Source: an optimization exercise on an open RTL-to-GDS flow (aim: small area). Production flows keep margins and buffers that such runs may drop.
Where RTL was checked, it was by simulation tests only, not by an equivalence proof against the original.
Power figures rest on the tool's default switching activity, not on a simulated workload.

// tripolar_pce
module tripolar_pce #(
    parameter FULL_SCALE      = 1000,
    parameter CYCLE_LENGTH    = 8000,
    parameter DEAD_TIME       = 32,
    parameter MIN_TIMER_DELTA = 64,
    parameter INIT_DELAY      = 8000
) (
    input  wire        clk,
    input  wire        rst,         
    input  wire        op_valid,
    input  wire [2:0]  op_code,
    input  wire [1:0]  op_ch,
    input  wire [15:0] op_val,
    output wire        op_ready,
    output wire [5:0]  fet,         
    output wire        busy
);
==> flow/config.mk <==
export PLATFORM = sky130hd
export DESIGN_NAME = tripolar_pce
export DESIGN_NICKNAME = tripolar_pce
export VERILOG_FILES = /design/flow/design.v
export SDC_FILE = /design/flow/constraint.sdc
export NUM_CORES = 4
export LEC_CHECK = 0
export CAP_MARGIN = 20
export CORE_MARGIN = 2
export CORE_UTILIZATION = 65
export PLACE_DENSITY = 0.8
export SLEW_MARGIN = 20
==> flow/constraint.sdc <==
create_clock -name core_clock -period 18.0 [get_ports {clk}]
set_input_delay 3.6000 -clock core_clock [delete_from_list [all_inputs] [get_ports {clk}]]
set_output_delay 3.6000 -clock core_clock [all_outputs]
set_load 0.01 [all_outputs]
standard.sh (not shown) runs the stock make flow with config.mk's settings and CLKGATE_MAP_FILE= SYNTH_SCRIPT=/design/flow/synth_recipe.tcl, a recipe that flattens the netlist after the stock synthesis.
==> flow/flow/run.sh <==
#!/bin/bash
# Layout flow: the standard ORFS flow (standard.sh), with these changes in
# how the layout is made:
#  * Yosys's ABC step maps the logic with an area-oriented script
#    (flow/abc_area.script) instead of the delay-oriented one; the registers
#    are mapped before ABC runs, so they are the standard synthesis's;
#  * CTS takes the arguments in flow/cts_args (no dummy loads, small buffers);
#  * the port buffers are the cell named in flow/port_buffer.
# make's full output goes to flow_make.log here; each ORFS step also keeps its
# own log under orfs/logs.
set -euo pipefail
W=$(pwd)
mkdir -p "$W/scripts_local"
cp -r "$FLOW_HOME/scripts/." "$W/scripts_local/"
cp "$W/flow/abc_area.script" "$W/scripts_local/abc_speed.script"
export SCRIPTS_DIR="$W/scripts_local"
if [[ -f "$W/flow/cts_args" ]]; then
  CTS_ARGS=$(cat "$W/flow/cts_args")
  export CTS_ARGS
fi
if [[ -f "$W/flow/port_buffer" ]]; then
  BUFFER_PORTS_ARGS="-buffer_cell $(cat "$W/flow/port_buffer")"
  export BUFFER_PORTS_ARGS
fi
bash "$W/standard.sh" > "$W/flow_make.log" 2>&1
==> flow/flow/abc_area.script <==
&get -n
&st
&syn2
&dch -f
&nf -a -R 1000
&put
topo
dnsize
==> flow/flow/cts_args <==
-sink_clustering_enable -repair_clock_nets -dont_use_dummy_load -buf_list sky130_fd_sc_hd__clkbuf_4
==> flow/flow/port_buffer <==
sky130_fd_sc_hd__buf_1
The baseline finished clean.
Rerun with:
CORE_UTILIZATION = 40   (was 65)
PLACE_DENSITY = 0.6   (was 0.8)
The new run ran to the end with no violations. Via count decreases by 4.4%. Power increases by 1.0%. Combinational power stays flat. Final cell count increases by 12%. Cell area increases by 1.7%. Count of clock-buffer cells in the layout does not change. Synthesized cell count stays the same. Fmax increases by 0.31%. Sequential power is about the same. Worst hold slack gets worse by 0.021 ns. First-iteration DRC count increases by 40%.
Function was not checked in any run of this note: the RTL went through the layout flow alone.

========
tripolar_pce, a different RTL version from the one above (not shown whole).
For scale: about 390 cells after synthesis, roughly 32 I/O pins.
==> flow/design.v (excerpt) <==
module tripolar_pce #(
    parameter FULL_SCALE      = 1000,
    parameter CYCLE_LENGTH    = 8000,
    parameter DEAD_TIME       = 32,
    parameter MIN_TIMER_DELTA = 64,
    parameter INIT_DELAY      = 8000
) (
    input  wire        clk,
    input  wire        rst,         
    input  wire        op_valid,
    input  wire [2:0]  op_code,
    input  wire [1:0]  op_ch,
    input  wire [15:0] op_val,
    output wire        op_ready,
    output wire [5:0]  fet,         
    output wire        busy
);
==> flow/config.mk <==
export PLATFORM = sky130hd
export DESIGN_NAME = tripolar_pce
export DESIGN_NICKNAME = tripolar_pce
export VERILOG_FILES = /design/flow/design.v
export SDC_FILE = /design/flow/constraint.sdc
export NUM_CORES = 4
export LEC_CHECK = 0
export CAP_MARGIN = 0
export CORE_MARGIN = 2
export CORE_UTILIZATION = 35
export GPL_TIMING_DRIVEN = 0
export PLACE_DENSITY = 0.6
export SLEW_MARGIN = 0
==> flow/constraint.sdc <==
create_clock -name core_clock -period 18.0 [get_ports {clk}]
set_input_delay 3.6000 -clock core_clock [delete_from_list [all_inputs] [get_ports {clk}]]
set_output_delay 3.6000 -clock core_clock [all_outputs]
set_load 0.01 [all_outputs]
Scripts as last shown in full above: flow/flow/run.sh, flow/flow/abc_area.script, flow/flow/cts_args, flow/flow/port_buffer
Next try:
Settings changed: CORE_UTILIZATION 35 to 40, PLACE_DENSITY 0.6 to 0.5.
=> Cell count is lower by 1.8%; clock-buffer cell count is unchanged; wire length rose by 1.4%; synthesized area is unchanged; maximum frequency stays flat; register-to-register slack hardly moves; non-clock buffer count fell by 1; sequential share of layout area is higher by 0.21 points; utilization is higher by 5.8 points.

-- static timing again, ports no longer ideal --
The flow's constraints put no driver on any port. The routed layouts listed below were extracted and timed again, unchanged, in two steps.
Step 1 sets driving cells, clkbuf_16 on the clock port and buf_2 on the other inputs (assumed; they add their load-dependent delay and slew).
Step 2 times the ports against the registers' clock, not the clock port: input delays grow and output delays shrink by t, the midpoint of the rising clock arrivals with the driver on.
Three values: ideal, step 1, step 2; two values: the first two.
| run | t, ns | setup WS [ns] | worst setup path at the end | pins driven straight from the clock port |
|---|---|---|---|---|
| the first run of note 1 | 0.484 | 2.747 / 2.716 / 3.200 | register to output | 1 |
| the second run of note 1 | 0.516 | 2.794 / 2.763 / 3.280 | register to output | 1 |
| the first run of note 2 | 0.502 | 1.581 / 1.548 / 2.050 | register to output | 1 |
| the second run of note 2 | 0.528 | 1.591 / 1.558 / 2.086 | register to output | 1 |
After both steps setup and hold are still met in every run listed.
